Context: an optimization exercise on an open-source flow, tuned for small area, a short achievable clock period and few clock cycles. The choices shown serve that exercise and are no tape-out recipe. Only simulation tests tie the RTL to the original design; equivalence was not proved. Power figures rest on the tool's default switching activity, not on a simulated workload.

== wip/quartz ==
==> flow/design.v (excerpt) <==
module tia_render (
    input  wire        clk,
    input  wire        rst,
    input  wire        cmd_valid,
    output wire        cmd_ready,
    input  wire [2:0]  cmd_op,
    input  wire [5:0]  cmd_addr,
    input  wire [7:0]  cmd_data,
    input  wire [8:0]  cmd_x,       
    input  wire [8:0]  cmd_y,       
    output reg         pix_valid,
    output reg  [8:0]  pix_y,
    output reg  [7:0]  pix_x,
    output reg  [6:0]  pix_color,
    output reg         rd_valid,
    output wire [14:0] rd_data
);
    localparam K_PW = 2'd0;    
    localparam K_R  = 2'd1;    
    localparam K_J  = 2'd2;    
    localparam R_VBLANK = 5'd0,  R_NUSIZ0 = 5'd1,  R_NUSIZ1 = 5'd2,  R_COLUP0 = 5'd3;
    localparam R_COLUP1 = 5'd4,  R_COLUPF = 5'd5,  R_COLUBK = 5'd6,  R_CTRLPF = 5'd7;
    localparam R_REFP0  = 5'd8,  R_REFP1  = 5'd9,  R_PF0    = 5'd10, R_PF1    = 5'd11;
    localparam R_PF2    = 5'd12, R_GRP0   = 5'd13, R_GRP1   = 5'd14, R_ENAM0  = 5'd15;
    localparam R_ENAM1  = 5'd16, R_ENABL  = 5'd17, R_VDELP0 = 5'd18, R_VDELP1 = 5'd19;
    localparam R_VDELBL = 5'd20, R_RESMP0 = 5'd21, R_RESMP1 = 5'd22;
    localparam R_POS    = 5'd24;  
    localparam R_RD     = 5'd30;  
    localparam R_CLR    = 5'd31;  
    reg       in_ok;
    reg [1:0] in_k;
    reg [9:0] in_a;
    reg [7:0] in_b;
    reg [4:0] in_idx;
    reg       in_reg;
    wire       in_xle0 = cmd_x[8] || (cmd_x[7:0] == 8'd0);
    wire       in_xbig = !cmd_x[8] && (cmd_x[7:0] > 8'd160);
    wire [7:0] in_bcol = (in_xle0 || in_xbig) ? 8'd159 : cmd_x[7:0] - 8'd1;
    wire [9:0] in_brow = in_xle0 ? {1'b0, cmd_y} - 10'd1 : {1'b0, cmd_y};
  ...
Size in the first run: about 1900 cells after synthesis, roughly 80 I/O pins, roughly 16000 um^2 of cells after synthesis.
export LEC_CHECK = 0
export ABC_AREA = 1
export CAP_MARGIN = 20
export CORE_MARGIN = 2
export CORE_UTILIZATION = 40
export CTS_BUF_LIST = sky130_fd_sc_hd__clkbuf_8
export CTS_CLUSTER_DIAMETER = 50
export CTS_CLUSTER_SIZE = 12
export PLACE_DENSITY = 0.75
export SETUP_SLACK_MARGIN = 5
export SLEW_MARGIN = 20
create_clock -name core_clock -period 8.0 [get_ports {clk}]
run.sh (not shown) runs the stock make flow with config.mk's settings and CLKGATE_MAP_FILE= SYNTH_SCRIPT=/design/flow/synth_recipe.tcl, a recipe that flattens the netlist after the stock synthesis.
Testbench counts of wip/quartz, summed over its fixed seeds: cycles 172,451.
For wip/harbor, these inputs were changed with respect to wip/quartz:
# wip/quartz
export LEC_CHECK = 0
export ABC_AREA = 1
export CAP_MARGIN = 20
export CORE_MARGIN = 2
export CORE_UTILIZATION = 40
export CTS_BUF_LIST = sky130_fd_sc_hd__clkbuf_8
export CTS_CLUSTER_DIAMETER = 50
export CTS_CLUSTER_SIZE = 12
export PLACE_DENSITY = 0.75
export SETUP_SLACK_MARGIN = 5
export SLEW_MARGIN = 20
create_clock -name core_clock -period 8.0 [get_ports {clk}]
# wip/harbor
export LEC_CHECK = 0
export ABC_AREA = 1
export CAP_MARGIN = 20
export CORE_MARGIN = 2
export CORE_UTILIZATION = 40
export CTS_BUF_LIST = sky130_fd_sc_hd__clkbuf_8
export CTS_CLUSTER_DIAMETER = 50
export CTS_CLUSTER_SIZE = 12
export SETUP_SLACK_MARGIN = 5
export SLEW_MARGIN = 20
create_clock -name core_clock -period 8.0 [get_ports {clk}]
Results
Looking at wip/quartz and wip/harbor, the register area is a wash. Going from wip/quartz to wip/harbor, relative contribution of the clock network to total power ~0 delta; utilization +0.53 points; number of placed instances, taps included ~0 delta; switching share of power ~0 delta.
Here is what was changed in the inputs of wip/delta compared with wip/harbor.
# wip/harbor
export LEC_CHECK = 0
export ABC_AREA = 1
export CAP_MARGIN = 20
export CORE_MARGIN = 2
export CORE_UTILIZATION = 40
export CTS_BUF_LIST = sky130_fd_sc_hd__clkbuf_8
export CTS_CLUSTER_DIAMETER = 50
export CTS_CLUSTER_SIZE = 12
export SETUP_SLACK_MARGIN = 5
export SLEW_MARGIN = 20
create_clock -name core_clock -period 8.0 [get_ports {clk}]
# wip/delta
export LEC_CHECK = 0
export ABC_AREA = 1
export CAP_MARGIN = 20
export CORE_MARGIN = 2
export CORE_UTILIZATION = 40
export CTS_BUF_LIST = sky130_fd_sc_hd__clkbuf_4 sky130_fd_sc_hd__clkbuf_8
export CTS_CLUSTER_DIAMETER = 40
export CTS_CLUSTER_SIZE = 8
export SETUP_SLACK_MARGIN = 5
export SLEW_MARGIN = 20
create_clock -name core_clock -period 8.0 [get_ports {clk}]
--- outcome ---
- wip/delta: all stages complete, timing, DRC and antenna checks passed
- wip/delta vs wip/harbor on buffering overhead: wip/delta is the lower one.
- Between wip/harbor and wip/delta, the difference in via count is negligible.
- Clock share of power sits higher in wip/delta than in wip/harbor.
- Relative to wip/harbor, number of nets in the layout has increased by 7 in wip/delta.
- On aggregate global-route resource usage, wip/harbor and wip/delta are basically level.
- Amount of wire on met2 after detailed routing, wip/harbor and wip/delta: larger value in wip/delta
- The design area number comes out lower for wip/harbor vs wip/delta.
- As of wip/delta, power had risen by more than 10% compared to wip/harbor.
- As far as final sum of negative setup slack goes, wip/harbor and wip/delta are indistinguishable; the numbers are identical.
For wip/indigo, these inputs were changed with respect to wip/delta:
# wip/delta
export LEC_CHECK = 0
export ABC_AREA = 1
export CAP_MARGIN = 20
export CORE_MARGIN = 2
export CORE_UTILIZATION = 40
export CTS_BUF_LIST = sky130_fd_sc_hd__clkbuf_4 sky130_fd_sc_hd__clkbuf_8
export CTS_CLUSTER_DIAMETER = 40
export CTS_CLUSTER_SIZE = 8
export SETUP_SLACK_MARGIN = 5
export SLEW_MARGIN = 20
create_clock -name core_clock -period 8.0 [get_ports {clk}]
# wip/indigo
export LEC_CHECK = 0
export ABC_AREA = 1
export CAP_MARGIN = 20
export CORE_MARGIN = 2
export CORE_UTILIZATION = 60
export CTS_BUF_LIST = sky130_fd_sc_hd__clkbuf_8
export CTS_CLUSTER_DIAMETER = 50
export CTS_CLUSTER_SIZE = 12
export SETUP_SLACK_MARGIN = 5
export SLEW_MARGIN = 20
create_clock -name core_clock -period 8.0 [get_ports {clk}]
Part of the power in combinational logic in wip/indigo is 3.2 points higher than in wip/delta
Against wip/delta, wip/indigo reports a non-clock buffer count that is lower.
A critical path launch point of e_col[3]$_SDFFE_PP1P_ is what wip/delta shows, while cmd_x[5] belongs to wip/indigo.
dfxtp_2 as the highest-delay cell along the critical path was reported by wip/delta, and clkdlybuf4s50_1 by wip/indigo.
wip/indigo: routed wire length 3.5% below wip/delta
Utilization for wip/indigo is higher than for wip/delta.

-- re-timing with driven ports --
Ports are ideal in the flow. The routed layouts listed here were re-timed in OpenROAD. Step 1 sets driving cells, clkbuf_16 on the clock port and buf_2 on the other inputs (assumed; they add their load-dependent delay and slew). Step 2 moves the port delays by t, midway between the first and last clock arrival at a register: inputs arrive t later, outputs are due t later. That takes back most of the time a late clock gives input paths. Slacks: ideal / step 1 / step 2; pairs: ideal / step 1.
run | t, ns | slack for setup (ns) | worst setup path at the end | worst data-port slew with drivers (ns)
wip/quartz | 0.602 | 4.987 / 5.018 / 4.416 | input to register | 0.03
wip/harbor | 0.601 | 5.130 / 5.141 / 4.552 | input to register | 0.04
wip/delta | 0.635 | 5.127 / 5.119 / 4.518 | input to register | 0.04
wip/indigo | 0.566 | 5.020 / 4.992 / 4.475 | input to register | 0.04
After both steps setup and hold are still met in every run listed. The setup slack of wip/delta, which loses most, moves by -0.008 ns with the drivers and by -0.609 ns with both steps.
